This design comes from an exercise in tuning for small area, a short achievable clock period and few clock cycles on the open sky130 flow, not from production work. The RTL was checked by simulation tests, not by an equivalence proof against the original design. Power is estimated from default activity; no workload was simulated.

$ cat flow/standard.sh
#!/bin/bash
# synth_recipe.tcl (not shown) runs the flow's synth.tcl, then flattens the netlist and writes it again
# the make line also repeats each setting of config.mk as NAME=value (left out here)
make -C /OpenROAD-flow-scripts/flow DESIGN_CONFIG=/design/flow/config.mk WORK_HOME=/design/flow/orfs CLKGATE_MAP_FILE= SYNTH_SCRIPT=/design/flow/synth_recipe.tcl "${@:-finish}"
$ cat flow/flow/run.sh
#!/bin/bash
set -euo pipefail
bash standard.sh SETUP_SLACK_MARGIN=5.4 finish > standard.log 2>&1
$ cat flow/constraint.sdc
create_clock -name core_clock -period 12.0 [get_ports {clk}]
set_input_delay 2.4000 -clock core_clock [delete_from_list [all_inputs] [get_ports {clk}]]
set_output_delay 2.4000 -clock core_clock [all_outputs]
set_load 0.01 [all_outputs]
$ cat flow/design.v
module sscs_core (
    input  wire        clk,
    input  wire        rst,
    input  wire        cmd_valid,
    input  wire [2:0]  cmd_op,
    input  wire [3:0]  cmd_idx,
    input  wire [15:0] cmd_data,
    output wire        cmd_ready,
    input  wire        intr,
    input  wire [3:0]  dbg_idx,
    output wire [15:0] dbg_rdata,
    output reg         halted,
    output reg         running,
    output reg  [2:0]  stop,
    output reg  [2:0]  stop_kind,
    output wire        mem_req,
    output wire        mem_we,
    output wire [11:0] mem_addr,
    output wire [15:0] mem_wdata,
    input  wire [15:0] mem_rdata,
    input  wire        mem_ack,
    output reg         trace_valid,
    output reg  [15:0] trace_pc,
    output reg  [15:0] trace_word,
    output reg  [2:0]  trace_fault,
    output wire        out_valid,
    output wire        out_end,
    output wire [7:0]  out_data
);
    localparam CMD_STEP = 3'd1, CMD_RUN = 3'd2, CMD_CLEAR = 3'd3, CMD_SETREG = 3'd4;
    localparam STOP_NONE = 3'd0, STOP_HLT = 3'd1, STOP_HCF = 3'd2, STOP_INTR = 3'd3,
               STOP_RESET = 3'd4, STOP_FAULT = 3'd5;
    localparam F_NONE = 3'd0, F_SEG = 3'd1, F_ARITH = 3'd4, F_DIV0 = 3'd5, F_UNK = 3'd6;
    localparam S_IDLE = 3'd0, S_FETCH = 3'd1, S_EXEC = 3'd2, S_ITER = 3'd3, S_PRN = 3'd4;
    localparam OP_HLT = 6'd0,  OP_HCF = 6'd1,  OP_ADD = 6'd2,  OP_ADDI = 6'd3,
               OP_SUB = 6'd4,  OP_SUBI = 6'd5, OP_MUL = 6'd6,  OP_MULI = 6'd7,
               OP_DIV = 6'd8,  OP_DIVI = 6'd9, OP_MOD = 6'd10, OP_MODI = 6'd11,
               OP_AND = 6'd15, OP_ANDI = 6'd16, OP_OR = 6'd17, OP_ORI = 6'd18,
               OP_XOR = 6'd19, OP_XORI = 6'd20, OP_NOT = 6'd23, OP_SL = 6'd24,
               OP_SLI = 6'd25, OP_SR = 6'd26, OP_SRI = 6'd27, OP_TEQ = 6'd30,
               OP_TLT = 6'd31, OP_TGT = 6'd33, OP_B = 6'd40, OP_BAL = 6'd41,
               OP_BR = 6'd42, OP_BEQZ = 6'd43, OP_BNEZ = 6'd44, OP_LD = 6'd50,
               OP_LDL = 6'd51, OP_ST = 6'd52, OP_STL = 6'd53, OP_CPY = 6'd55,
               OP_CPYM = 6'd56, OP_RET = 6'd61, OP_PRN = 6'd62, OP_NOP = 6'd63;
    localparam R_ADD = 3'd0, R_AND = 3'd1, R_OR = 3'd2, R_XOR = 3'd3, R_SHL = 3'd4,
               R_SHR = 3'd5, R_CMP = 3'd6, R_OTH = 3'd7;
    localparam B_REG = 2'd0, B_IMM7 = 2'd1, B_IMM10 = 2'd2, B_ONES = 2'd3;
    function [3:0] msb;
        input [15:0] v;
        reg [7:0] v8;
        reg [3:0] v4;
        reg [1:0] v2;
        begin
            msb[3] = |v[15:8];
            v8     = msb[3] ? v[15:8] : v[7:0];
            msb[2] = |v8[7:4];
            v4     = msb[2] ? v8[7:4] : v8[3:0];
            msb[1] = |v4[3:2];
            v2     = msb[1] ? v4[3:2] : v4[1:0];
            msb[0] = v2[1];
        end
    endfunction
    function [15:0] rev16;
        input [15:0] v;
        integer k;
        begin
            for (k = 0; k < 16; k = k + 1)
                rev16[k] = v[15 - k];
        end
    endfunction
    reg [15:0] x0, x1, x2, x3, x4, x5, x6, x7, x8, x9, x10;
    reg [2:0]  state;
    reg [15:0] ir;                 
    reg        intr_pend;
    wire [15:0] acc = trace_pc;    
    wire [15:0] quo = trace_word;  
    reg [4:0]  cnt;                
    reg        movf;               
    wire [15:0] pc = x10;
    function [15:0] rd8;
        input [2:0] s;
        begin
            case (s)
            3'd0: rd8 = x0;
            3'd1: rd8 = x1;
            3'd2: rd8 = x2;
            3'd3: rd8 = x3;
            3'd4: rd8 = x4;
            3'd5: rd8 = x5;
            3'd6: rd8 = x6;
            default: rd8 = x7;
            endcase
        end
    endfunction
    function [15:0] rd16;
        input [3:0] s;
        begin
            case (s)
            4'd0: rd16 = x0;
            4'd1: rd16 = x1;
            4'd2: rd16 = x2;
            4'd3: rd16 = x3;
            4'd4: rd16 = x4;
            4'd5: rd16 = x5;
            4'd6: rd16 = x6;
            4'd7: rd16 = x7;
            4'd8: rd16 = x8;
            4'd9: rd16 = x9;
            4'd10: rd16 = x10;
            default: rd16 = 16'd0;
            endcase
        end
    endfunction
    wire [5:0]  opcode = ir[5:0];
    wire [2:0]  op1    = ir[8:6];
    wire [2:0]  op2    = ir[11:9];
    wire [15:0] imm7   = {9'd0, ir[15:9]};
    wire [15:0] imm10  = {6'd0, ir[15:6]};
    wire [15:0] ra_val = rd8(op1);
    wire [15:0] rb_val = rd8(op2);
    function is;                   
        input [5:0] o;
        input [5:0] a, b, c, d;
        is = (o == a) || (o == b) || (o == c) || (o == d);
    endfunction
    function f_imm7;
        input [5:0] o;
        f_imm7 = is(o, OP_ADDI, OP_SUBI, OP_MULI, OP_DIVI) ||
                 is(o, OP_MODI, OP_ANDI, OP_ORI, OP_XORI) ||
                 is(o, OP_SLI, OP_SRI, OP_STL, OP_CPYM);
    endfunction
    function [1:0] f_opb;
        input [5:0] o;
        f_opb = f_imm7(o) ? B_IMM7 : (o == OP_LDL) ? B_IMM10 : (o == OP_NOT) ? B_ONES : B_REG;
    endfunction
    function f_div;
        input [5:0] o;
        f_div = is(o, OP_DIV, OP_DIVI, OP_MOD, OP_MODI);
    endfunction
    function f_sub;
        input [5:0] o;
        f_sub = is(o, OP_SUB, OP_SUBI, OP_TEQ, OP_TLT) || (o == OP_TGT) || f_div(o);
    endfunction
    localparam N_PC2 = 3'd0, N_IMM = 3'd1, N_REG = 3'd2, N_BEQZ = 3'd3, N_BNEZ = 3'd4, N_RA = 3'd5;
    function [2:0] f_br;
        input [5:0] o;
        f_br = is(o, OP_B, OP_BAL, OP_B, OP_B) ? N_IMM : (o == OP_BR) ? N_REG :
               (o == OP_BEQZ) ? N_BEQZ : (o == OP_BNEZ) ? N_BNEZ : (o == OP_RET) ? N_RA : N_PC2;
    endfunction
    reg  [1:0] d_opb;
    reg        d_sub, d_div, d_shr, d_mem;
    reg  [2:0] d_br;
    wire       d_hlt  = (opcode == OP_HLT);
    wire       d_hcf  = (opcode == OP_HCF);
    wire       d_mul  = is(opcode, OP_MUL, OP_MULI, OP_MUL, OP_MUL);
    wire       d_mod  = is(opcode, OP_MOD, OP_MODI, OP_MOD, OP_MOD);
    wire       d_prn  = (opcode == OP_PRN);
    wire       d_st   = (opcode == OP_ST);
    wire       d_stl  = (opcode == OP_STL);
    wire       d_cmp  = is(opcode, OP_TEQ, OP_TLT, OP_TGT, OP_TGT);
    wire       d_zsub = is(opcode, OP_SUB, OP_SUBI, OP_SUB, OP_SUB);
    wire [2:0] d_res  = is(opcode, OP_AND, OP_ANDI, OP_AND, OP_AND) ? R_AND :
                        is(opcode, OP_OR, OP_ORI, OP_OR, OP_OR) ? R_OR :
                        is(opcode, OP_XOR, OP_XORI, OP_NOT, OP_NOT) ? R_XOR :
                        is(opcode, OP_SL, OP_SLI, OP_SL, OP_SL) ? R_SHL :
                        is(opcode, OP_SR, OP_SRI, OP_SR, OP_SR) ? R_SHR :
                        d_cmp ? R_CMP :
                        is(opcode, OP_BAL, OP_LD, OP_LDL, OP_CPY) || (opcode == OP_CPYM) ? R_OTH :
                        R_ADD;
    wire [1:0] d_oth  = is(opcode, OP_LD, OP_CPYM, OP_LD, OP_LD) ? 2'd1 :
                        (opcode == OP_BAL) ? 2'd2 : 2'd0;
    wire [1:0] d_dst  = is(opcode, OP_LD, OP_CPYM, OP_CPY, OP_CPY) ? 2'd1 :
                        d_cmp ? 2'd2 : (opcode == OP_BAL) ? 2'd3 : 2'd0;
    wire       d_alu  = (opcode >= OP_ADD && opcode <= OP_SUBI) ||
                        (opcode >= OP_AND && opcode <= OP_XORI) ||
                        (opcode >= OP_NOT && opcode <= OP_SRI);
    wire       d_wr   = d_alu || d_cmp || is(opcode, OP_BAL, OP_LD, OP_LDL, OP_CPY) ||
                        (opcode == OP_CPYM);
    wire       d_known = d_wr || d_mul || d_div || d_prn || d_hlt || d_hcf || d_st || d_stl ||
                        is(opcode, OP_B, OP_BR, OP_BEQZ, OP_BNEZ) || is(opcode, OP_RET, OP_NOP, OP_NOP, OP_NOP);
    wire        st_idle  = (state == S_IDLE);
    wire        st_fetch = (state == S_FETCH);
    wire        st_exec  = (state == S_EXEC);
    wire        st_iter  = (state == S_ITER);
    wire        st_prn   = (state == S_PRN);
    reg  [15:0] opb;
    always @(*) begin
        case (d_opb)
        B_REG:   opb = rb_val;
        B_IMM7:  opb = imm7;
        B_IMM10: opb = imm10;
        default: opb = 16'hffff;
        endcase
    end
    wire        big_n = |opb[15:4];
    wire [15:0] pc2   = {pc[15:1] + 15'd1, pc[0]};
    wire        ffault = (|pc[15:12]) || (&pc[11:0]);
    wire [16:0] addsub = {1'b0, ra_val} + {1'b0, opb ^ {16{d_sub}}} + {16'd0, d_sub};
    wire        borrow = !addsub[16];
    wire        a_eq_b = (addsub[15:0] == 16'd0);
    wire        cmp    = (opcode == OP_TEQ) ? a_eq_b :
                         (opcode == OP_TLT) ? borrow : (!borrow && !a_eq_b);
    wire        sh_rev  = d_shr;
    wire [15:0] sh_in   = (st_iter && d_div) ? opb : sh_rev ? rev16(ra_val) : ra_val;
    wire [3:0]  sh_amt  = st_iter ? cnt[3:0] : opb[3:0];
    wire        sh_zero = st_exec ? big_n : st_prn;
    wire [15:0] shl     = sh_zero ? 16'd0 : (sh_in << sh_amt);
    wire        u_sub  = d_div;
    wire [16:0] u_sum  = {1'b0, acc} + {1'b0, shl ^ {16{u_sub}}} + {16'd0, u_sub | st_prn};
    wire [3:0]  msb_a  = msb(ra_val);
    wire [3:0]  msb_b  = msb(opb);
    wire        b_nz   = |opb;
    wire [4:0]  d_sh   = {1'b0, msb_a} - {1'b0, msb_b};
    wire        m_bit  = opb[cnt[3:0]] && !cnt[4];
    wire        m_over = ({1'b0, msb_a} + {1'b0, cnt[3:0]}) > 5'd15;
    wire        m_flt  = m_bit && (u_sum[16] || m_over);
    wire        q_bit  = u_sum[16];
    wire        u_take = d_div ? q_bit : m_bit;
    wire [15:0] acc_nx = u_take ? u_sum[15:0] : acc;
    wire [15:0] quo_nx = {quo[14:0], q_bit};
    wire        u_done = d_div ? (cnt == 5'd0) : (!b_nz || cnt > {1'b0, msb_b});
    wire [15:0] u_res  = !d_div ? acc : d_mod ? acc_nx : quo_nx;
    wire        x7z = (x7 == 16'd0);
    reg  [15:0] npc;
    always @(*) begin
        case (d_br)
        N_IMM:   npc = imm10;
        N_REG:   npc = ra_val;
        N_BEQZ:  npc = x7z ? imm10 : pc2;
        N_BNEZ:  npc = x7z ? pc2 : imm10;
        N_RA:    npc = x9;
        default: npc = pc2;
        endcase
    end
    wire        seg_b   = (|rb_val[15:12]) || (&rb_val[11:0]);
    wire        prn_end = (mem_rdata[15:8] == 8'd0);
    wire        div0    = !b_nz;
    wire        is_add  = (opcode == OP_ADD) || (opcode == OP_ADDI);
    reg  [2:0]  fault;
    always @(*) begin
        fault = F_NONE;
        if (st_exec) begin
            if (ffault) fault = F_SEG;
            else if (!d_known) fault = F_UNK;
            else if (is_add && addsub[16]) fault = F_ARITH;
            else if (d_div && div0) fault = F_DIV0;
            else if (d_mem && !d_stl && !d_opb[0] && seg_b) fault = F_SEG;
        end else if (st_iter) begin
            if (!d_div && movf) fault = F_ARITH;
        end else if (st_prn) begin
            if (acc[12]) fault = F_SEG;
        end
    end
    wire        done = st_exec ? (ffault || !(d_mul || d_prn || (d_div && !div0))) :
                       st_iter ? u_done :
                       st_prn  ? (acc[12] || prn_end) : 1'b0;
    wire        fetched = st_iter || (st_exec && !d_mem);
    wire        adv      = mem_ack;                     
    wire        complete = !st_idle && adv && done;
    wire        sets_h   = (fault != F_NONE) || (st_exec && (d_hlt || d_hcf));
    wire        h_after  = halted || sets_h;
    wire        intr_any = intr || intr_pend;
    wire        cont     = running && !h_after && !intr_any;
    reg  [15:0] res;
    always @(*) begin
        case (d_res)
        R_ADD:   res = (d_zsub && borrow) ? 16'd0 : addsub[15:0];
        R_AND:   res = ra_val & opb;
        R_OR:    res = ra_val | opb;
        R_XOR:   res = ra_val ^ opb;
        R_SHL:   res = shl;
        R_SHR:   res = rev16(shl);
        R_CMP:   res = {15'd0, cmp};
        default: res = (d_oth == 2'd1) ? mem_rdata : (d_oth == 2'd2) ? pc2 : opb;
        endcase
    end
    wire        setreg = st_idle && cmd_valid && (cmd_op == CMD_SETREG);
    wire        wr_ok  = complete && (fault == F_NONE);
    reg  [3:0]  dst;
    reg         wen;
    always @(*) begin
        dst = 4'd0; wen = 1'b0;
        if (st_idle) begin
            dst = cmd_idx; wen = setreg;
        end else if (st_iter) begin
            wen = wr_ok;
        end else if (st_exec) begin
            wen = wr_ok && d_wr;
            case (d_dst)
            2'd0: dst = (opcode == OP_SUB && !borrow) ? {1'b0, op1} : 4'd0;
            2'd1: dst = {1'b0, op1};
            2'd2: dst = 4'd7;
            default: dst = 4'd9;
            endcase
        end
    end
    wire [15:0] wd    = rst ? 16'd0 : st_idle ? cmd_data : st_iter ? u_res : res;
    wire        pc_we = rst || (setreg && cmd_idx == 4'd10) || (complete && !(st_exec && ffault));
    wire [15:0] pc_wd = rst ? 16'd0 : st_idle ? cmd_data : npc;
    always @(posedge clk) begin
        if (rst || (wen && dst == 4'd0)) x0 <= wd;
        if (rst || (wen && dst == 4'd1)) x1 <= wd;
        if (rst || (wen && dst == 4'd2)) x2 <= wd;
        if (rst || (wen && dst == 4'd3)) x3 <= wd;
        if (rst || (wen && dst == 4'd4)) x4 <= wd;
        if (rst || (wen && dst == 4'd5)) x5 <= wd;
        if (rst || (wen && dst == 4'd6)) x6 <= wd;
        if (rst || (wen && dst == 4'd7)) x7 <= wd;
        if (rst || (wen && dst == 4'd8)) x8 <= wd;
        if (rst || (wen && dst == 4'd9)) x9 <= wd;
        if (pc_we) x10 <= pc_wd;
    end
    always @(posedge clk)
        if (adv && (st_fetch || (complete && fetched))) begin
            ir    <= mem_rdata;
            d_opb <= f_opb(mem_rdata[5:0]);
            d_sub <= f_sub(mem_rdata[5:0]);
            d_div <= f_div(mem_rdata[5:0]);
            d_shr <= is(mem_rdata[5:0], OP_SR, OP_SRI, OP_SR, OP_SR);
            d_mem <= is(mem_rdata[5:0], OP_LD, OP_ST, OP_STL, OP_CPYM);
            d_br  <= f_br(mem_rdata[5:0]);
        end
    always @(posedge clk) begin
        trace_valid <= complete && !rst;
        trace_fault <= fault;
        if (complete) begin
            trace_pc   <= pc;
            trace_word <= (st_exec && ffault) ? 16'd0 : ir;
        end else if (st_exec) begin
            trace_pc   <= d_prn ? imm10 : d_div ? ra_val : 16'd0;
            trace_word <= 16'd0;
        end else if (adv && st_iter) begin
            trace_pc   <= acc_nx;
            trace_word <= quo_nx;
        end else if (adv && st_prn) begin
            trace_pc   <= u_sum[15:0];
        end
    end
    always @(posedge clk) begin
        if (st_exec) begin
            cnt  <= (d_div && !d_sh[4]) ? {1'b0, d_sh[3:0]} : 5'd0;
            movf <= 1'b0;
        end else if (adv && st_iter) begin
            cnt  <= d_div ? cnt - 5'd1 : cnt + 5'd1;
            movf <= movf || m_flt;
        end
    end
    always @(posedge clk) begin
        if (rst) begin
            state     <= S_IDLE;
            halted    <= 1'b1;
            running   <= 1'b0;
            stop      <= STOP_RESET;
            stop_kind <= F_NONE;
            intr_pend <= 1'b0;
        end else if (st_idle) begin
            if (intr) begin
                if (!halted) stop <= STOP_INTR;
                halted <= 1'b1;
            end
            if (cmd_valid) begin
                case (cmd_op)
                CMD_STEP: state <= S_FETCH;
                CMD_RUN: begin
                    running <= 1'b1;
                    state   <= S_FETCH;
                end
                CMD_CLEAR: begin
                    halted    <= 1'b0;
                    stop      <= STOP_NONE;
                    stop_kind <= F_NONE;
                end
                default: ;
                endcase
            end
        end else begin
            if (complete) begin
                intr_pend <= 1'b0;
                if (fault != F_NONE) begin
                    stop      <= STOP_FAULT;
                    stop_kind <= fault;
                end else if (st_exec && d_hlt) begin
                    stop      <= STOP_HLT;
                    stop_kind <= F_NONE;
                end else if (st_exec && d_hcf) begin
                    stop      <= STOP_HCF;
                    stop_kind <= F_NONE;
                end else if (intr_any && !halted) begin
                    stop      <= STOP_INTR;
                end
                halted <= h_after || intr_any;
                if (!cont) begin
                    running <= 1'b0;
                    state   <= S_IDLE;
                end else begin
                    state   <= fetched ? S_EXEC : S_FETCH;
                end
            end else begin
                if (intr) intr_pend <= 1'b1;
                if (adv) begin
                    if (st_fetch) state <= S_EXEC;
                    else if (st_exec) state <= d_prn ? S_PRN : S_ITER;
                end
            end
        end
    end
    assign cmd_ready  = st_idle;
    assign dbg_rdata  = rd16(dbg_idx);
    assign mem_req    = !st_idle;
    assign mem_we     = st_exec && !ffault && ((d_st && !seg_b) || d_stl);
    assign mem_addr   = st_prn   ? acc[11:0] :
                        st_fetch ? pc[11:0] :
                        (st_exec && d_mem) ? (d_opb[0] ? imm7[11:0] : rb_val[11:0]) : npc[11:0];
    assign mem_wdata  = ra_val;
    assign out_valid   = st_prn && adv && !acc[12];
    assign out_end     = prn_end;
    assign out_data    = mem_rdata[15:8];
endmodule
$ cat flow/config.mk
export PLATFORM = sky130hd
export DESIGN_NAME = sscs_core
export DESIGN_NICKNAME = sscs_core
export VERILOG_FILES = /design/flow/design.v
export SDC_FILE = /design/flow/constraint.sdc
export NUM_CORES = 4
export LEC_CHECK = 0
export CAP_MARGIN = 20
export CORE_MARGIN = 2
export CORE_UTILIZATION = 52
export SLEW_MARGIN = 20
==> impl_metrics.csv, run 1 <==
group,metric,value,unit
outcome,outcome,"no timing/DRC/antenna violations",
synthesis,synth_mux_area_share,6.67,%
timing,fin_crit,6.68,ns
synthesis,synth_edf_count,238,
routing,dr.pass1.iters,15,
clocking,hold_buffers,0,
critical_path,crit_type,"flip-flop to output pin",
timing,relSlewSlack,23.7,%
synthesis,yosys.area_share.simple,15.5,%
clocking,numCtsBuffers,30,
synthesis,synthAdderAreaFrac,5.19,%
timing,timing.final.ws_setup,5.32,ns
die,die_x,207,um
synthesis,synth_cell_type_count,105,
timing,finalSetupTns,0,ns
synthesis,synthCells,2333,
die,die_area,42800,um^2
timing,max_freq,150,MHz
synthesis,async_flop_share,0,%
routing,viasPerCell,7.79,
pwr,ir_worst_vdd,144,uV
layout,final_cell_area,26400,um^2
global_route,grt_pass1_vias,22300,
synthesis,seq_area_frac_synth,35.0,%
layout,drive_gt1_share,18.6,%
routing,ant_nets,0,
global_route,grt_overflow,0,
synthesis,synth-xor-area-share,3.40,%
critical_path,crit_required,9.60,ns
synthesis,synth_seq_cells,255,
die,die_h,207,um
die,start_util,52.5,%
die,core-area,40700,um^2
synthesis,syn-num-nets,2466,
critical_path,end_kind,"output pin",
clocking,root_buffer,"clkbuf_16",
critical_path,cp.arrival,4.28,ns
timing,period_share,55.7,%
timing,drv_slew,0,
critical_path,setup.worst_path.start_class,"flip-flop",
job,max-cap-violations,0,
pwr,pwr_density_cell,140,nW/um^2
timing,rsz0062_at_grt,"yes",
die,ios,149,
routing,wl_per_cell,36.7,um
synthesis,syn_area_per_cell,9.18,um^2
routing,drt_iter0_markers,4654,
clocking,htree_levels,1,
routing,vias,24000,
timing,skew,0.0435,ns
routing,wirelength,113,mm
timing,setup_viol,0,
global_route,grt_use_total,51.5,%
clocking,cts_tree,"done",
critical_path,rrSetupSlack,5.47,ns
synthesis,syn_area,21400,um^2
layout,diodes,0,
timing,worst_pin_slew,1.13,ns
global_route,grt_pass1_wl,157,mm
synthesis,synth_top_area_share,33.4,%
synthesis,yosys-top-cells-area,"edfxtp_1, ha_1, mux2i_1",
layout,area_growth_syn_to_layout,23.5,%
placed_design,gp_congestion,1.14,
placed_design,place_hpwl,81.0,mm
clocking,clk_path_buf_depth,3,
global_route,antenna_found_initial,6,
pwr,cellLeakagePower,9.90,nW
critical_path,r2r-end,"x5[13]$_DFFE_PP_",
layout,post-route-util,64.9,%
clocking,cts.clk_slew.worst_paths,0.07,ns
routing,route.detailed.drc,0,
global_route,grt_max_degree,60,
synthesis,synthFlopType,"edfxtp_1",
die,rows,74,
synthesis,synth_top_family_by_area,"compound AO/OA/AOI/OAI gates",
pwr,power,3.70,mW
timing,final-hold-violation-count,0,
critical_path,crit_fanout,27,
synthesis,yosys.area.top_type,"edfxtp_1",
placed_design,dp_slack,3.51,ns
placed_design,portBuffers,148,
critical_path,reg2reg_from,"ir[6]$_DFFE_PP_",
placed_design,place_area,23400,um^2
critical_path,ff2ff_path_depth,26,
synthesis,yosysWarnings,1,
worst_hold_path,hp-class,"flip-flop to flip-flop",
clocking,clkSinkCount,255,
layout,nets,2657,
synthesis,synth-compound-area-share,28.8,%
critical_path,startpoint,"ir[8]$_DFFE_PP_",
clocking,clock_latency,0.64,ns
critical_path,cp-endpoint,"mem_addr[7]",
[cell type report]
cell class                 instances  area [um^2]
fill                            3337        14300
multi-input combinational       1823        13700
sequential                       255         7490
timing repair buffer             328         3180
clock buffer                      35          811
tap                              532          666
inverter                          86          340
clock inverter                    20          204
[worst min-delay path by stage]
stage	startpoint	end	slack, ns	cells past startpoint
after CTS	running$_SDFFE_PP0P_	running$_SDFFE_PP0P_	0.49	2
after detailed placement	running$_SDFFE_PP0P_	running$_SDFFE_PP0P_	0.48	2
after global placement	stop[2]$_SDFFE_PP1P_	stop[2]$_SDFFE_PP1P_	0.48	1
after floorplan	movf$_SDFFE_PP0P_	movf$_SDFFE_PP0P_	0.44	1
after global routing	running$_SDFFE_PP0P_	running$_SDFFE_PP0P_	0.52	2
final	running$_SDFFE_PP0P_	running$_SDFFE_PP0P_	0.50	2
[where the power goes]
group / internal [mW] / switching (mW) / total [mW]
Sequential: 1.11 / 0.133 / 1.24
Clock: 0.531 / 0.427 / 0.958
Combinational: 0.568 / 0.931 / 1.50
Total: 2.21 / 1.49 / 3.70
[cell families (layout without fill, tap and decap cells)]
logic type               count (synthesis)  after routing
multiplexers                           131            131
adder cells (fa/ha/maj)                 86             86
AND/OR/NAND/NOR                        678            678
AO/OA/AOI/OAI                          843            845
flip-flops                             255            255
XOR/XNOR                                83             83
buffers and inverters                  257            469
[Yosys cell counts (16+ instances only)]
| library cell | number |
|---|---|
| buf_2 | 23 |
| nor3_1 | 42 |
| xnor2_1 | 66 |
| mux2_2 | 33 |
| a221oi_1 | 42 |
| nor2_1 | 186 |
| a31oi_1 | 20 |
| nand3_1 | 47 |
| nand2b_1 | 29 |
| mux2i_1 | 92 |
| a21o_1 | 24 |
| buf_4 | 18 |
| ha_1 | 80 |
| inv_1 | 80 |
| nor2b_1 | 24 |
| a222oi_1 | 18 |
| edfxtp_1 | 238 |
| or2_2 | 16 |
| o21a_1 | 23 |
| o221ai_1 | 38 |
| clkbuf_1 | 110 |
| o22ai_1 | 19 |
| a22o_1 | 41 |
| xor2_1 | 17 |
| a221o_1 | 31 |
| o21ai_0 | 125 |
| and3_1 | 25 |
| a22oi_1 | 59 |
| a21oi_1 | 147 |
| nand2_1 | 194 |
| o211ai_1 | 41 |
| o2111ai_1 | 18 |
| a211oi_1 | 41 |
| dfxtp_1 | 17 |
[worst max-delay path, stage by stage, from the launching register on]
cell and delay (ns):
edfxtp_1 0.46, buf_4 0.20, bufbuf_16 0.33, or2_2 0.33
o22ai_1 0.13, o22a_2 0.25, inv_1 0.23, o221ai_2 0.32
a221o_1 0.23, o21ai_0 0.12, o21ai_0 0.39, clkdlybuf4s50_1 0.63
[per-layer routing]
layer	share of wire (%)	vias up	wire length, um	global-route usage (%)
li1	-	9522	-	-
met1	35	11300	39500	66.8
met2	40	2477	44700	71.9
met3	17	674	19000	19.7
met4	8.5	8	9570	32.5
met5	0.15	-	171	0.346
[layout by cell type, fill, tap and decap left out, drive strengths merged, types with 42 or more instances in the layout]
cell / count
a211oi: 42
mux2i: 92
nor3: 43
ha: 80
a22oi: 59
inv: 81
xnor2: 66
a21oi: 154
buf: 181
a221oi: 44
a22o: 42
nand3: 47
nor2: 188
nand2: 195
o21ai: 134
o211ai: 44
edfxtp: 238
clkdlybuf4s50: 123
[repair_timing]
item | 4_1_cts | 5_1_grt
endpoints found under the setup margin | 468 | 391
gates cloned | 5 | 2
gates resized for setup | 176 | 96
pin swaps | 28 | 25
buffers inserted | 54 | 46
[metrics by stage]
stage | cells | hold WS [ns]
6_report | 3079 | 0.503
4_1_cts | 3031 | 0.488
3_3_place_gp | 2917 | 0.477
3_5_place_dp | 2917 | 0.477
5_1_grt | 3079 | 0.515
2_1_floorplan | 2333 | 0.442
Testbench counts, summed over its fixed seeds: cycles 52,093.
==> run 2, diff against run 1 <==
--- a/flow/design.v
+++ b/flow/design.v
@@ -220,4 +220,4 @@
     wire [15:0] quo_nx = {quo[14:0], q_bit};
-    wire        u_done = d_div ? (cnt == 5'd0) : (!b_nz || cnt > {1'b0, msb_b});
-    wire [15:0] u_res  = !d_div ? acc : d_mod ? acc_nx : quo_nx;
+    wire        u_done = d_div ? cnt[4] : (!b_nz || cnt > {1'b0, msb_b});
+    wire [15:0] u_res  = (d_div && !d_mod) ? quo : acc;
     wire        x7z = (x7 == 16'd0);
==> run 2 against run 1 <==
First-iteration DRC count up 5.6%. Non-clock buffer count fell by 40. Clock power decreased by 2%. Count of clock-buffer cells in the layout down 4. Die area down 1.0%. Clock skew is 0.0039 ns higher. Via count decreased by 2.1%. Final cell count is 1.7% lower. Power up 120%. Sequential share of layout area is 1.0 points higher. Synthesized area is 1.0% lower. Sequential power increased by 64%. Largest cell class unchanged. Largest power group unchanged.
==> impl_metrics.csv, run 2 <==
group,metric,value,unit
critical_path,setup.worst_path.start_class,"flip-flop",
layout,multi_input_area,13300,um^2
timing,rsz0062_at_grt,"yes",
layout,final_cell_mix,"edfxtp_1, nand2_1, nor2_1, a21oi_1, o21ai_0",
outcome,outcome,"no timing/DRC/antenna violations",
timing,period_share,55.2,%
synthesis,syn_area_per_cell,9.10,um^2
synthesis,synthAdderAreaFrac,5.24,%
routing,route.detailed.drc,0,
pwr,ir_worst_vdd,200,uV
synthesis,yosysWarnings,1,
synthesis,yosys-top-cells-area,"edfxtp_1, ha_1, mux2i_1",
critical_path,end_kind,"output pin",
die,die_h,206,um
timing,relSlewSlack,12.6,%
synthesis,synth-compound-area-share,28.3,%
layout,nets,2610,
layout,post-route-util,63.7,%
global_route,grt_max_degree,58,
synthesis,yosys.area.top_type,"edfxtp_1",
global_route,grt_use_total,49.1,%
routing,drt_iter0_markers,4915,
layout,seqCellArea,7490,um^2
clocking,htree_levels,1,
critical_path,crit_type,"flip-flop to output pin",
synthesis,synth_edf_count,238,
critical_path,slowest_stage,"o21ai_1",
pwr,pwr_density_cell,319,nW/um^2
routing,vias,23500,
clocking,clkSinkCount,255,
synthesis,yosys.area_share.simple,15.8,%
timing,setup_viol,0,
routing,wl_per_cell,35.5,um
synthesis,synth_top_area_share,33.7,%
critical_path,crit_required,9.60,ns
synthesis,yosysMostFrequentCell,"edfxtp_1",
placed_design,dp_slack,3.43,ns
critical_path,critPathMaxStageDelay,0.55,ns
global_route,grt_overflow,0,
clocking,root_buffer,"clkbuf_16",
synthesis,seq_area_frac_synth,35.3,%
die,rows,73,
critical_path,crit_chain,"clkbuf_16, or2_4, buf_4, o211a_1, a21oi_2, nand3_1, or4_1, o21ai_1, a21oi_1, clkdlybuf4s50_1",
synthesis,synth-xor-area-share,3.14,%
global_route,grt_pass1_vias,21200,
clocking,clk_path_buf_depth,3,
timing,timing.final.ws_setup,5.37,ns
critical_path,cp.arrival,4.23,ns
timing,whs,0.460,ns
placed_design,place_hpwl,77.9,mm
timing,drv_slew,0,
synthesis,syn-num-nets,2460,
clocking,cts.clk_slew.worst_paths,0.06,ns
routing,wirelength,107,mm
synthesis,synthCells,2327,
worst_hold_path,hp-class,"flip-flop to flip-flop",
routing,dr.pass1.iters,11,
routing,viasPerCell,7.76,
die,die_x,206,um
timing,worst_pin_slew,1.30,ns
layout,drive_gt1_share,16.1,%
layout,area_growth_syn_to_layout,20.3,%
layout,layout_commonest_cell,"edfxtp_1",
pwr,cellLeakagePower,9.57,nW
timing,skew,0.0474,ns
critical_path,crit_fanout,27,
synthesis,synth_top_family_by_area,"compound AO/OA/AOI/OAI gates",
timing,fin_crit,6.63,ns
clocking,cts_tree,"done",
die,ios,149,
die,start_util,53.0,%
clocking,numCtsBuffers,30,
layout,n_fill_cell,3397,
timing,finalSetupTns,0,ns
synthesis,synth_mux_area_share,6.67,%
critical_path,path_buf_inv,3,
synthesis,synthFlopType,"edfxtp_1",
timing,max_freq,151,MHz
synthesis,synth_cell_type_count,118,
global_route,grt_pass1_wl,150,mm
timing,final-hold-violation-count,0,
die,core-area,40000,um^2
placed_design,portBuffers,148,
die,die_area,42400,um^2
synthesis,async_flop_share,0,%
synthesis,syn_area,21200,um^2
critical_path,crit_family,"compound AO/OA/AOI/OAI gates",
global_route,antenna_found_initial,5,
routing,ant_nets,0,
synthesis,synth_seq_cells,255,
synthesis,synthTopCellsByCount,"edfxtp_1, nand2_1, nor2_1",
job,max-cap-violations,0,
clocking,clock_latency,0.63,ns
placed_design,gp_congestion,1.15,
==> run 2: cell count changes after synthesis, moves of 14 or more <==
cell,delta
a22oi_1,-24
o21ai_0,+24
o211ai_1,-21
o22ai_1,+16
a221oi_1,+15
a221o_1,-14
==> run 2: worst register-to-register path, delay by kind of cell (launching register included) <==
family | cells | cell delay, ns
AOI/OAI and AO/OA | 12 | 4.00
buffers and inverters | 4 | 0.98
adders and majority gates | 1 | 0.42
DFF | 1 | 0.38
xor gates and xnor gates | 1 | 0.21
and+or+nand+nor | 1 | 0.16
==> run 2: final cells by class <==
type / instances / area share [%]
clock buffers: 31 / 2.96
flip-flops and latches: 255 / 29.4
diodes: 1 / 0.00982
well taps: 525 / 2.58
clock inverters: 24 / 0.962
inverters: 98 / 1.48
multi-input cells: 1804 / 52.1
repair buffers: 288 / 10.6
==> run 2: stage by stage <==
step / area (um^2) / total power [mW] / std cells
2_1_floorplan: 21200 / 4.61 / 2327
3_3_place_gp: 23100 / 6.48 / 2904
3_5_place_dp: 23100 / 6.53 / 2905
4_1_cts: 24900 / 7.60 / 2988
5_1_grt: 25500 / 8.32 / 3025
6_report: 25500 / 8.12 / 3026
==> run 2: routing by layer <==
metal,share of wire (%),vias to the layer above,global-route usage (%)
met2,38,2410,67.1
met5,0.076,-,0.595
li1,-,9340,-
met1,36,11100,66.8
met4,7.6,8,25.3
met3,18,583,19.0
==> run 2: logic make-up after synthesis <==
kind of cell             after synthesis
AO/OA/AOI/OAI                        831
XOR/XNOR                              76
adder cells (fa/ha/maj)               86
buffers and inverters                268
flip-flops                           255
multiplexers                         123
AND/OR/NAND/NOR                      688
==> run 2: path summary, 6_finish.rpt <==
kind,to,start,cells past startpoint,slack (ns)
setup / recovery,mem_we,ir[11]$_DFFE_PP_,10,5.37
hold / removal,movf$_SDFFE_PP0P_,movf$_SDFFE_PP0P_,2,0.46
setup reg to reg,x6[6]$_DFFE_PP_,ir[11]$_DFFE_PP_,19,5.47
hold reg to reg,movf$_SDFFE_PP0P_,movf$_SDFFE_PP0P_,2,0.46
==> run 2: report_power, final <==
group          total [mW]  internal [mW]  leakage [nW]  switching (mW)
sequential           2.03           1.51          2.51           0.511
combinational        5.16           1.88          6.59            3.27
clock               0.943          0.526         0.476           0.417
total                8.12           3.92          9.57            4.20
==> run 2: repair_timing <==
action	CTS	global route
pin swaps	13	24
cloned	2	4
hold buffers	0	0
setup endpoints to repair	354	273
resized for setup	161	94
buffers inserted	26	33
Testbench counts of run 2, summed over its fixed seeds: cycles 53,508.
==> run 3, diff against run 2 <==
==> flow/flow/run.sh (replaced) <==
#!/bin/bash
set -euo pipefail
here=$(pwd)
bash standard.sh SETUP_SLACK_MARGIN=5.4 PRE_GLOBAL_PLACE_TCL="$here/flow/pre_global_place.tcl" finish > standard.log 2>&1
==> flow/flow/pre_global_place.tcl (new file) <==
# Runs at the start of ORFS's global placement step, before buffer_ports puts a
# buffer on every input and output port. Hiding the delay cells for this step
# makes buffer_ports use a plain buffer; later steps see the usual cell list.
set_dont_use [get_lib_cells {sky130_fd_sc_hd__clkdlybuf4s* sky130_fd_sc_hd__dlygate* sky130_fd_sc_hd__dlymetal*}]
==> run 3 against run 2 <==
Still clean on timing, DRC and antenna. Synthesized area is the same. Critical path depth increased by 3. Final cell count decreased by 1.1%. Final area fell by 5.3%. Clock power up 2.9%. Fmax down 3.2%. Flip-flop and latch count unchanged. Global-route usage grew 0.64 points. Clock skew fell by 0.019 ns. Power decreased by 3.4%. Critical path type unchanged. Critical endpoint is now mem_addr[6]. Largest cell class unchanged.
==> impl_metrics.csv, run 3 <==
group,metric,value,unit
outcome,outcome,"no timing/DRC/antenna violations",
layout,nets,2577,
pwr,cellLeakagePower,8.81,nW
synthesis,async_flop_share,0,%
die,die_area,42400,um^2
synthesis,synth_top_area_share,33.7,%
critical_path,crit_required,9.60,ns
clocking,clkSinkCount,255,
critical_path,setup.worst_path.start_class,"flip-flop",
die,rows,73,
global_route,grt_pass1_wl,150,mm
worst_hold_path,hp-class,"flip-flop to flip-flop",
global_route,grt_overflow,0,
timing,relSlewSlack,15.4,%
pwr,pwr_density_cell,325,nW/um^2
timing,period_share,57.1,%
layout,layout_commonest_cell,"edfxtp_1",
synthesis,synthTopCellsByCount,"edfxtp_1, nand2_1, nor2_1",
die,ios,149,
timing,skew,0.0282,ns
pwr,ir_worst_vdd,258,uV
layout,drive_gt1_share,13.0,%
placed_design,gp_congestion,1.15,
clocking,root_buffer,"clkbuf_16",
timing,timing.final.ws_setup,5.15,ns
synthesis,yosys.area.top_type,"edfxtp_1",
critical_path,crit_type,"flip-flop to output pin",
routing,dr.pass1.iters,9,
routing,ant_nets,0,
routing,drt_iter0_markers,4898,
synthesis,syn_area_per_cell,9.10,um^2
die,core-area,40000,um^2
synthesis,yosysWarnings,1,
global_route,grt_use_total,49.7,%
layout,final_cell_mix,"edfxtp_1, nand2_1, nor2_1, buf_1, a21oi_1",
synthesis,synth_seq_cells,255,
clocking,clk_path_buf_depth,3,
placed_design,place_area,21900,um^2
timing,worst_pin_slew,1.26,ns
clocking,clock_latency,0.61,ns
routing,wirelength,109,mm
die,die_x,206,um
timing,max_freq,146,MHz
synthesis,syn-num-nets,2460,
clocking,cts_tree,"done",
timing,whs,0.479,ns
routing,viasPerCell,7.72,
critical_path,cp.arrival,4.45,ns
critical_path,startpoint,"ir[7]$_DFFE_PP_",
synthesis,synth_cell_type_count,118,
routing,vias,23100,
synthesis,yosysMostFrequentCell,"edfxtp_1",
worst_hold_path,holdCritStartpoint,"stop_kind[2]$_SDFFE_PP0P_",
synthesis,seq_area_frac_synth,35.3,%
timing,finalSetupTns,0,ns
timing,fin_crit,6.85,ns
layout,post-route-util,60.4,%
routing,wl_per_cell,36.5,um
timing,rsz0062_at_grt,"yes",
synthesis,yosys-top-cells-area,"edfxtp_1, ha_1, mux2i_1",
synthesis,synth_edf_count,238,
timing,setup_viol,0,
synthesis,synthCells,2327,
layout,final_cell_area,24200,um^2
routing,route.detailed.drc,0,
clocking,cts.clk_slew.worst_paths,0.08,ns
clocking,htree_levels,1,
global_route,grt_pass1_vias,20500,
critical_path,end_kind,"output pin",
clocking,numCtsBuffers,29,
timing,drv_slew,0,
timing,final-hold-violation-count,0,
placed_design,portBuffers,148,
critical_path,reg2reg_from,"ir[9]$_DFFE_PP_",
global_route,grt_max_degree,59,
synthesis,syn_area,21200,um^2
layout,n_fill_cell,3462,
job,max-cap-violations,0,
placed_design,place_hpwl,81.3,mm
layout,area_growth_syn_to_layout,14.0,%
die,die_h,206,um
synthesis,synthFlopType,"edfxtp_1",
placed_design,dp_slack,2.93,ns
die,start_util,53.0,%
global_route,antenna_found_initial,2,
critical_path,crit_fanout,50,
run 3: cell count changes in the layout (fill, tap and decap cells not counted), sizes merged:
cell / previous run / this run
clkdlybuf4s50: 120 / 0
buf: 138 / 243
dlygate4sd2: 22 / 0
clkbuf: 37 / 44
clkinv: 18 / 12
inv: 95 / 99
bufinv: 3 / 5
clkinvlp: 6 / 4
dlymetal6s2s: 1 / 0
run 3: routing by layer:
layer,GRT usage (%),vias up,share of wire [%]
met2,68.6,2352,39
met1,67.3,11000,36
met3,19.5,509,18
met5,0,-,0.013
met4,24.9,2,7.0
li1,-,9280,-
run 3: worst paths after layout:
| kind | to | slack, ns | cells past startpoint |
|---|---|---|---|
| max | mem_addr[6] | 5.15 | 13 |
| min reg2reg | stop_kind[2]$_SDFFE_PP0P_ | 0.48 | 2 |
| min | stop_kind[2]$_SDFFE_PP0P_ | 0.48 | 2 |
| max reg2reg | x0[13]$_DFFE_PP_ | 5.31 | 20 |
run 3: worst max-delay path, stage by stage (launching register included):
cell and delay [ns]:
edfxtp_1 0.50, buf_12 0.30, nor2_1 0.16, a221o_1 0.42
a221oi_4 0.53, or2_2 0.29, inv_1 0.26, a222oi_1 0.37
o21ai_0 0.21, o21ai_2 0.29, nand2_1 0.10, o31ai_1 0.09
a221oi_1 0.12, buf_1 0.17
run 3: cell families (layout without fill, tap and decap cells):
logic type               Yosys count  in the layout  share of synthesized area, %
AO/OA/AOI/OAI                    831            831                          28.3
AND/OR/NAND/NOR                  688            688                          15.8
buffers and inverters            268            408                          5.56
flip-flops                       255            255                          35.3
multiplexers                     123            123                          6.67
adder cells (fa/ha/maj)           86             86                          5.24
XOR/XNOR                          76             76                          3.14
other                              0              1                             0
run 3: what timing repair did:
item / 4_1_cts / 5_1_grt
cloned: 1 / 0
setup endpoints to repair: 470 / 336
resized for setup: 138 / 61
hold buffers: 0 / 0
pin swaps: 7 / 14
buffers inserted: 16 / 25
run 3: report_power, final:
group,switching (mW),internal (mW),total (mW)
registers,0.531,1.52,2.05
logic,3.25,1.58,4.83
clock network,0.413,0.558,0.970
total,4.20,3.65,7.85
run 3: metrics by stage:
stage                     total power [mW]  cells
after global placement                6.28   2895
after floorplan                       4.61   2327
after detailed placement              6.32   2895
after CTS                             7.41   2966
final                                 7.85   2993
after global routing                  8.04   2993
run 3: layout make-up:
class,instances,area [um^2],share of cell area [%]
multi-input combinational,1804,13200,54.5
sequential,255,7490,31.0
timing repair buffer,256,1460,6.04
clock buffer,32,737,3.05
tap,525,657,2.72
inverter,98,374,1.55
clock inverter,22,275,1.14
antenna,1,2.50,0.0104
==> run 4, diff against run 3 <==
--- a/flow/design.v
+++ b/flow/design.v
@@ -220,4 +220,4 @@
     wire [15:0] quo_nx = {quo[14:0], q_bit};
-    wire        u_done = d_div ? cnt[4] : (!b_nz || cnt > {1'b0, msb_b});
-    wire [15:0] u_res  = (d_div && !d_mod) ? quo : acc;
+    wire        u_done = d_div ? (cnt == 5'd0) : (!b_nz || cnt > {1'b0, msb_b});
+    wire [15:0] u_res  = !d_div ? acc : d_mod ? acc_nx : quo_nx;
     wire        x7z = (x7 == 16'd0);
--- a/flow/config.mk
+++ b/flow/config.mk
@@ -9,3 +9,3 @@
 export CORE_MARGIN = 2
-export CORE_UTILIZATION = 52
+export CORE_UTILIZATION = 48
 export SLEW_MARGIN = 20
==> run 4 against run 3 <==
Still clean on timing, DRC and antenna. Flip-flop and latch count did not move. Combinational power fell by 69%. Clock skew fell by 0.0065 ns. Synthesized area rose by 1.1%. Critical path depth fell by 2. Die area rose by 9.3%. Critical path type unchanged. Critical endpoint is now mem_addr[2]. Largest cell class unchanged.
==> impl_metrics.csv, run 4 <==
group,metric,value,unit
job,max-cap-violations,0,
worst_hold_path,hp-class,"flip-flop to flip-flop",
timing,relSlewSlack,23.0,%
placed_design,gp_congestion,1.10,
clocking,clk_path_buf_depth,3,
pwr,power_frac_comb,41.0,%
synthesis,yosys.area_share.simple,15.5,%
clocking,hold_buffers,0,
pwr,swShare,40.9,%
synthesis,yosysWarnings,1,
layout,final_cell_area,26200,um^2
die,start_util,48.5,%
die,core-area,44100,um^2
placed_design,dp_slack,2.89,ns
synthesis,synth-xor-area-share,3.40,%
placed_design,place_area,22300,um^2
timing,period_share,55.8,%
routing,wl_per_cell,37.2,um
timing,rsz0062_at_grt,"yes",
synthesis,synth-compound-area-share,28.8,%
synthesis,seq_area_frac_synth,35.0,%
timing,fin_crit,6.70,ns
layout,area_growth_syn_to_layout,22.5,%
layout,nets,2707,
clocking,cts.clk_slew.worst_paths,0.06,ns
critical_path,setup.worst_path.start_class,"flip-flop",
critical_path,end_kind,"output pin",
synthesis,synth_mux_area_share,6.67,%
synthesis,syn-num-nets,2466,
routing,dr.pass1.iters,9,
layout,post-route-util,59.5,%
synthesis,synthFlopType,"edfxtp_1",
timing,worst_pin_slew,1.15,ns
timing,max_freq,149,MHz
die,rows,77,
global_route,grt_use_total,48.3,%
critical_path,crit_required,9.60,ns
die,die_x,215,um
clocking,clock_latency,0.62,ns
synthesis,yosys-top-cells-area,"edfxtp_1, ha_1, mux2i_1",
clocking,root_buffer,"clkbuf_16",
outcome,outcome,"no timing/DRC/antenna violations",
clocking,cts_tree,"done",
pwr,ir_worst_vdd,129,uV
timing,drv_slew,0,
timing,timing.final.ws_setup,5.30,ns
global_route,grt_overflow,0,
synthesis,synthTopCellsByCount,"edfxtp_1, nand2_1, nor2_1",
synthesis,synthCells,2333,
pwr,intPower,2.19,mW
layout,layout_commonest_cell,"edfxtp_1",
synthesis,synth_edf_count,238,
clocking,htree_levels,1,
synthesis,synthAdderAreaFrac,5.19,%
timing,skew,0.0218,ns
layout,final_cell_mix,"edfxtp_1, nand2_1, nor2_1, buf_1, buf_4",
synthesis,async_flop_share,0,%
placed_design,portBuffers,148,
synthesis,syn_area,21400,um^2
global_route,grt_pass1_vias,22100,
routing,route.detailed.drc,0,
critical_path,crit_fanout,7,
synthesis,syn_area_per_cell,9.18,um^2
placed_design,dp.cells,2982,
global_route,grt_max_degree,42,
routing,vias,24500,
synthesis,synth_seq_cells,255,
synthesis,yosysMostFrequentCell,"edfxtp_1",
pwr,p_sw,1.51,mW
routing,wirelength,119,mm
critical_path,cp.arrival,4.30,ns
routing,drt_iter0_markers,4759,
routing,ant_nets,0,
synthesis,synth_top_family_by_area,"compound AO/OA/AOI/OAI gates",
clocking,numCtsBuffers,29,
timing,whs,0.492,ns
pwr,power,3.70,mW
die,die_area,46300,um^2
timing,finalSetupTns,0,ns
pwr,p_seq_share,33.6,%
pwr,cellLeakagePower,9.57,nW
die,die_h,215,um
synthesis,synth_top_area_share,33.4,%
routing,viasPerCell,7.69,
pwr,p_clk_share,25.4,%
timing,final-hold-violation-count,0,
pwr,pwr_density_cell,141,nW/um^2
die,ios,149,
placed_design,place_hpwl,86.0,mm
timing,setup_viol,0,
synthesis,synth_cell_type_count,105,
layout,layoutNonFillerInstCount,3192,
global_route,antenna_found_initial,4,
global_route,grt_pass1_wl,162,mm
layout,drive_gt1_share,20.7,%
synthesis,yosys.area.top_type,"edfxtp_1",
clocking,clkSinkCount,255,
critical_path,crit_type,"flip-flop to output pin",
## run 4: changes by cell type after synthesis, sizes merged, moves of 15 or more
cell	previous run	this run
o22ai	37	19
a221oi	59	44
o21ai	157	134
o211ai	22	44
a22oi	35	59
## run 4: timing repair
action	in CTS	in global routing
resized for setup	199	169
setup buffers	54	86
endpoints found under the setup margin	468	394
pin swaps	31	62
cloned	4	9
## run 4: layout make-up
cell class | instances | area [um^2]
antenna | 3 | 7.51
clock buffer | 33 | 741
clock inverter | 21 | 243
fill | 3905 | 17900
inverter | 86 | 340
multi-input combinational | 1823 | 14100
sequential | 255 | 7490
tap | 592 | 741
timing repair buffer | 379 | 2570
## run 4: final timing paths
| path | from | to | slack [ns] | cells past startpoint |
|---|---|---|---|---|
| hold reg to reg | running$_SDFFE_PP0P_ | running$_SDFFE_PP0P_ | 0.49 | 2 |
| setup reg to reg | ir[9]$_DFFE_PP_ | x2[6]$_DFFE_PP_ | 5.39 | 25 |
| setup / recovery | x7[8]$_DFFE_PP_ | mem_addr[2] | 5.30 | 11 |
| hold / removal | running$_SDFFE_PP0P_ | running$_SDFFE_PP0P_ | 0.49 | 2 |
## run 4: critical path, cell delays in order (launching register included)
cell	delay [ns]
edfxtp_1	0.52
buf_1	0.25
nor4_1	0.30
nand4_1	0.30
and2_1	0.31
a221o_1	0.52
a222oi_1	0.37
a21boi_1	0.38
a211oi_1	0.16
a21oi_2	0.28
o21ai_0	0.13
buf_1	0.16
## run 4: cell families (layout without fill, tap and decap cells)
| kind of cell | after synthesis | after routing |
|---|---|---|
| fa+ha+maj | 86 | 86 |
| mux | 131 | 131 |
| xor+xnor | 83 | 83 |
| flops | 255 | 255 |
| compound gates | 843 | 845 |
| simple gates | 678 | 678 |
| other cells | 0 | 3 |
| buf+inv | 257 | 519 |
## run 4: power groups by stage
stage | sequential [mW] | clock [mW] | combinational [mW]
after global placement | 1.25 | 0 | 1.20
after floorplan | 1.18 | 0 | 0.779
after CTS | 1.23 | 0.938 | 1.31
final | 1.24 | 0.941 | 1.52
after global routing | 1.24 | 0.972 | 1.55
after detailed placement | 1.25 | 0 | 1.21
## run 4: layer usage
| metal | share of wire [%] | up-vias | track usage, % | wire, um |
|---|---|---|---|---|
| li1 | - | 9635 | - | - |
| met1 | 36 | 11800 | 64.5 | 43200 |
| met2 | 39 | 2456 | 68.1 | 46300 |
| met3 | 16 | 672 | 17.2 | 19400 |
| met4 | 8.2 | 8 | 25.7 | 9700 |
| met5 | 0.085 | - | 0.938 | 101 |
Testbench counts of run 4, summed over its fixed seeds: cycles 52,093.
==> run 5, diff against run 4 <==
--- a/flow/design.v
+++ b/flow/design.v
@@ -220,4 +220,4 @@
     wire [15:0] quo_nx = {quo[14:0], q_bit};
-    wire        u_done = d_div ? (cnt == 5'd0) : (!b_nz || cnt > {1'b0, msb_b});
-    wire [15:0] u_res  = !d_div ? acc : d_mod ? acc_nx : quo_nx;
+    wire        u_done = d_div ? cnt[4] : (!b_nz || cnt > {1'b0, msb_b});
+    wire [15:0] u_res  = (d_div && !d_mod) ? quo : acc;
     wire        x7z = (x7 == 16'd0);
==> flow/flow/run.sh (replaced) <==
#!/bin/bash
set -euo pipefail
here=$(pwd)
bash standard.sh SETUP_SLACK_MARGIN=5.5 PRE_GLOBAL_PLACE_TCL="$here/flow/pre_global_place.tcl" finish > standard.log 2>&1
--- a/flow/config.mk
+++ b/flow/config.mk
@@ -9,3 +9,3 @@
 export CORE_MARGIN = 2
-export CORE_UTILIZATION = 48
+export CORE_UTILIZATION = 50
 export SLEW_MARGIN = 20
==> run 5 against run 4 <==
Still clean on timing, DRC and antenna. Final area is 5.5% lower. Flip-flop and latch count is the same. Routed wire length shrank 5.8%. Sequential power increased by 67%. Worst setup slack gained 0.14 ns. Combinational power grew to 3.3 times the previous value. Fmax rose by 2.1%. Non-clock buffer count fell by 78. Sequential share of layout area increased by 1.7 points. Via count is 4.3% lower. Largest cell class unchanged.
==> impl_metrics.csv, run 5 <==
group,metric,value,unit
outcome,outcome,"no timing/DRC/antenna violations",
layout,area_growth_syn_to_layout,17.1,%
pwr,power_frac_comb,62.2,%
critical_path,slowest_stage,"nor2_4",
timing,setup_viol,0,
pwr,p_sw,4.27,mW
critical_path,cp.arrival,4.16,ns
worst_hold_path,holdCritStartpoint,"stop_kind[2]$_SDFFE_PP0P_",
critical_path,crit_type,"primary input to output pin",
clocking,clk_path_buf_depth,3,
routing,wirelength,112,mm
pwr,intPower,3.76,mW
clocking,clock_latency,0.63,ns
routing,drt_iter0_markers,4631,
critical_path,crit_chain,"clkbuf_4, nand2b_2, nor2_4, a222oi_1, nand3_1, buf_1",
die,rows,75,
pwr,pwr_density_cell,324,nW/um^2
synthesis,async_flop_share,0,%
routing,route.detailed.drc,0,
layout,layout_commonest_cell,"edfxtp_1",
pwr,swShare,53.2,%
worst_hold_path,holdPathEnd,"stop_kind[2]$_SDFFE_PP0P_",
layout,layoutNonFillerInstCount,3056,
synthesis,yosys.area.top_type,"edfxtp_1",
critical_path,setup.worst_path.start_class,"primary input",
synthesis,yosysMostFrequentCell,"edfxtp_1",
routing,ant_nets,0,
pwr,cellLeakagePower,9.11,nW
synthesis,synthCells,2327,
timing,relSlewSlack,11.8,%
layout,seqCellArea,7490,um^2
routing,dr.pass1.iters,9,
critical_path,crit_required,9.60,ns
global_route,grt_max_degree,60,
global_route,grt_pass1_vias,20900,
synthesis,yosys-top-cells-area,"edfxtp_1, ha_1, mux2i_1",
timing,whs,0.477,ns
critical_path,ff2ff_path_depth,25,
synthesis,synthFlopType,"edfxtp_1",
die,die_area,44000,um^2
synthesis,syn-num-nets,2460,
routing,wl_per_cell,36.6,um
pwr,p_clk_share,12.1,%
timing,finalSetupTns,0,ns
synthesis,synthTopCellsByCount,"edfxtp_1, nand2_1, nor2_1",
clocking,htree_levels,1,
timing,max_freq,152,MHz
worst_hold_path,hp-class,"flip-flop to flip-flop",
critical_path,rrSetupSlack,5.51,ns
placed_design,dp.cells,2907,
die,die_h,210,um
layout,multi_input_area,13300,um^2
critical_path,r2r-end,"trace_pc[14]$_DFFE_PP_",
synthesis,syn_area_per_cell,9.10,um^2
global_route,grt_pass1_wl,153,mm
job,max-cap-violations,0,
synthesis,seq_area_frac_synth,35.3,%
timing,fin_crit,6.56,ns
die,start_util,50.6,%
clocking,clkSinkCount,255,
clocking,cts_tree,"done",
timing,final-hold-violation-count,0,
placed_design,dp_slack,2.87,ns
timing,rsz0062_at_grt,"yes",
critical_path,end_kind,"output pin",
global_route,grt_overflow,0,
synthesis,synth_top_area_share,33.7,%
synthesis,synth_seq_cells,255,
die,ios,149,
critical_path,critPathMaxStageDelay,0.55,ns
layout,final_cell_mix,"edfxtp_1, nand2_1, nor2_1, buf_1, a21oi_1",
global_route,grt_use_total,48.5,%
placed_design,portBuffers,148,
timing,timing.final.ws_setup,5.44,ns
placed_design,place_hpwl,82.3,mm
routing,viasPerCell,7.68,
routing,vias,23500,
layout,nets,2625,
pwr,p_seq_share,25.7,%
synthesis,syn_area,21200,um^2
layout,drive_gt1_share,15.6,%
timing,skew,0.0252,ns
placed_design,gp_congestion,1.13,
timing,period_share,54.7,%
pwr,ir_worst_vdd,263,uV
clocking,numCtsBuffers,30,
synthesis,synth_cell_type_count,118,
clocking,root_buffer,"clkbuf_16",
global_route,antenna_found_initial,7,
layout,n_fill_cell,3624,
timing,worst_pin_slew,1.31,ns
critical_path,crit_fanout,16,
critical_path,reg2reg_from,"ir[7]$_DFFE_PP_",
die,core-area,41900,um^2
synthesis,yosysWarnings,1,
timing,drv_slew,0,
worst_hold_path,hold_path_depth,2,
die,die_x,210,um
clocking,cts.clk_slew.worst_paths,0.06,ns
synthesis,synth_edf_count,238,
## run 5: per-stage QoR
step | cell area (um^2) | utilization [%] | total power, mW
global placement | 21900 | 52.4 | 6.29
global route | 24800 | 59.2 | 8.25
finish | 24800 | 59.3 | 8.04
detailed placement | 21900 | 52.4 | 6.33
floorplan | 21200 | - | 4.61
CTS | 23900 | 57.1 | 7.47
## run 5: worst max-delay path, delay by kind of cell
kind	cells	cell delay, ns
AOI/OAI and AO/OA	1	0.29
buffers and inverters	2	0.38
and+or+nand+nor	3	1.08
## run 5: how the worst max path moves through the flow
| stage | start | to | slack, ns | depth (start not counted) |
|---|---|---|---|---|
| global route | d_opb[0]$_SDFFCE_PP1P_ | trace_pc[4]$_DFFE_PP_ | 5.46 | 24 |
| CTS | ir[7]$_DFFE_PP_ | mem_addr[6] | 5.40 | 14 |
| floorplan | ir[11]$_DFFE_PP_ | trace_pc[0]$_DFFE_PP_ | 5.58 | 24 |
| finish | dbg_idx[1] | dbg_rdata[0] | 5.44 | 6 |
| global placement | ir[11]$_DFFE_PP_ | trace_pc[2]$_DFFE_PP_ | 3.12 | 22 |
| detailed placement | ir[11]$_DFFE_PP_ | trace_pc[5]$_DFFE_PP_ | 2.87 | 22 |
## run 5: layout make-up
class / count / share of cell area, %
inverter: 98 / 1.51
clock inverter: 22 / 1.06
tap: 539 / 2.72
antenna: 3 / 0.0303
timing repair buffer: 301 / 7.63
clock buffer: 32 / 3.06
multi-input combinational: 1806 / 53.8
sequential: 255 / 30.2
## run 5: power groups by stage
| stage | Combinational (mW) | Clock, mW | Sequential [mW] |
|---|---|---|---|
| global route | 5.20 | 0.995 | 2.05 |
| global placement | 4.27 | 0 | 2.02 |
| CTS | 4.51 | 0.964 | 2.00 |
| floorplan | 2.88 | 0 | 1.73 |
| detailed placement | 4.32 | 0 | 2.01 |
| finish | 5.00 | 0.971 | 2.07 |
## run 5: what timing repair did
action,4_1_cts,5_1_grt
cloned,2,8
pin swaps,19,31
resized for setup,165,102
endpoints found under the setup margin,472,390
setup buffers,32,50
hold buffers,0,0
## run 5: cell families after synthesis
group                      synth area share, %
AOI/OAI and AO/OA                         28.3
DFF                                       35.3
xor gates and xnor gates                  3.14
adders and majority gates                 5.24
and+or+nand+nor                           15.8
muxes                                     6.67
buffers and inverters                     5.56
## run 5: metal layers
metal	vias to the layer above	track usage (%)	part of all wire, %
met5	-	0	0.032
met4	6	24.8	7.2
met3	547	19.7	17
met2	2394	66.3	38
met1	11200	65.6	37
li1	9371	-	-
Testbench counts of run 5, summed over its fixed seeds: cycles 53,508.

## re-timing with driven ports
How much do the figures lean on ideal ports? The routed layouts below were timed once more, with nothing changed but the port constraints. Step 1, drivers: a clkbuf_16 drives clk and a buf_2 each remaining input, both assumed. Step 2 moves the port delays by t, midway between the first and last clock arrival at a register: inputs arrive t later, outputs are due t later. That takes back most of the time a late clock gives input paths. a / b / c = no drivers / after step 1 / after step 2; a / b = the first two.
run | t (ns) | slack for setup (ns) | worst setup path at the end
run 1 | 0.684 | 5.318 / 5.255 / 5.381 | input to output
run 2 | 0.668 | 5.373 / 5.315 / 5.399 | input to output
run 3 | 0.652 | 5.151 / 5.091 / 5.311 | register to register
run 4 | 0.668 | 5.300 / 5.241 / 5.123 | input to register
run 5 | 0.671 | 5.440 / 5.389 / 5.415 | input to output
After both steps setup and hold are still met in every run listed. For run 4, which loses most, drivers alone change the setup slack by -0.059 ns; drivers and shift together by -0.177 ns.
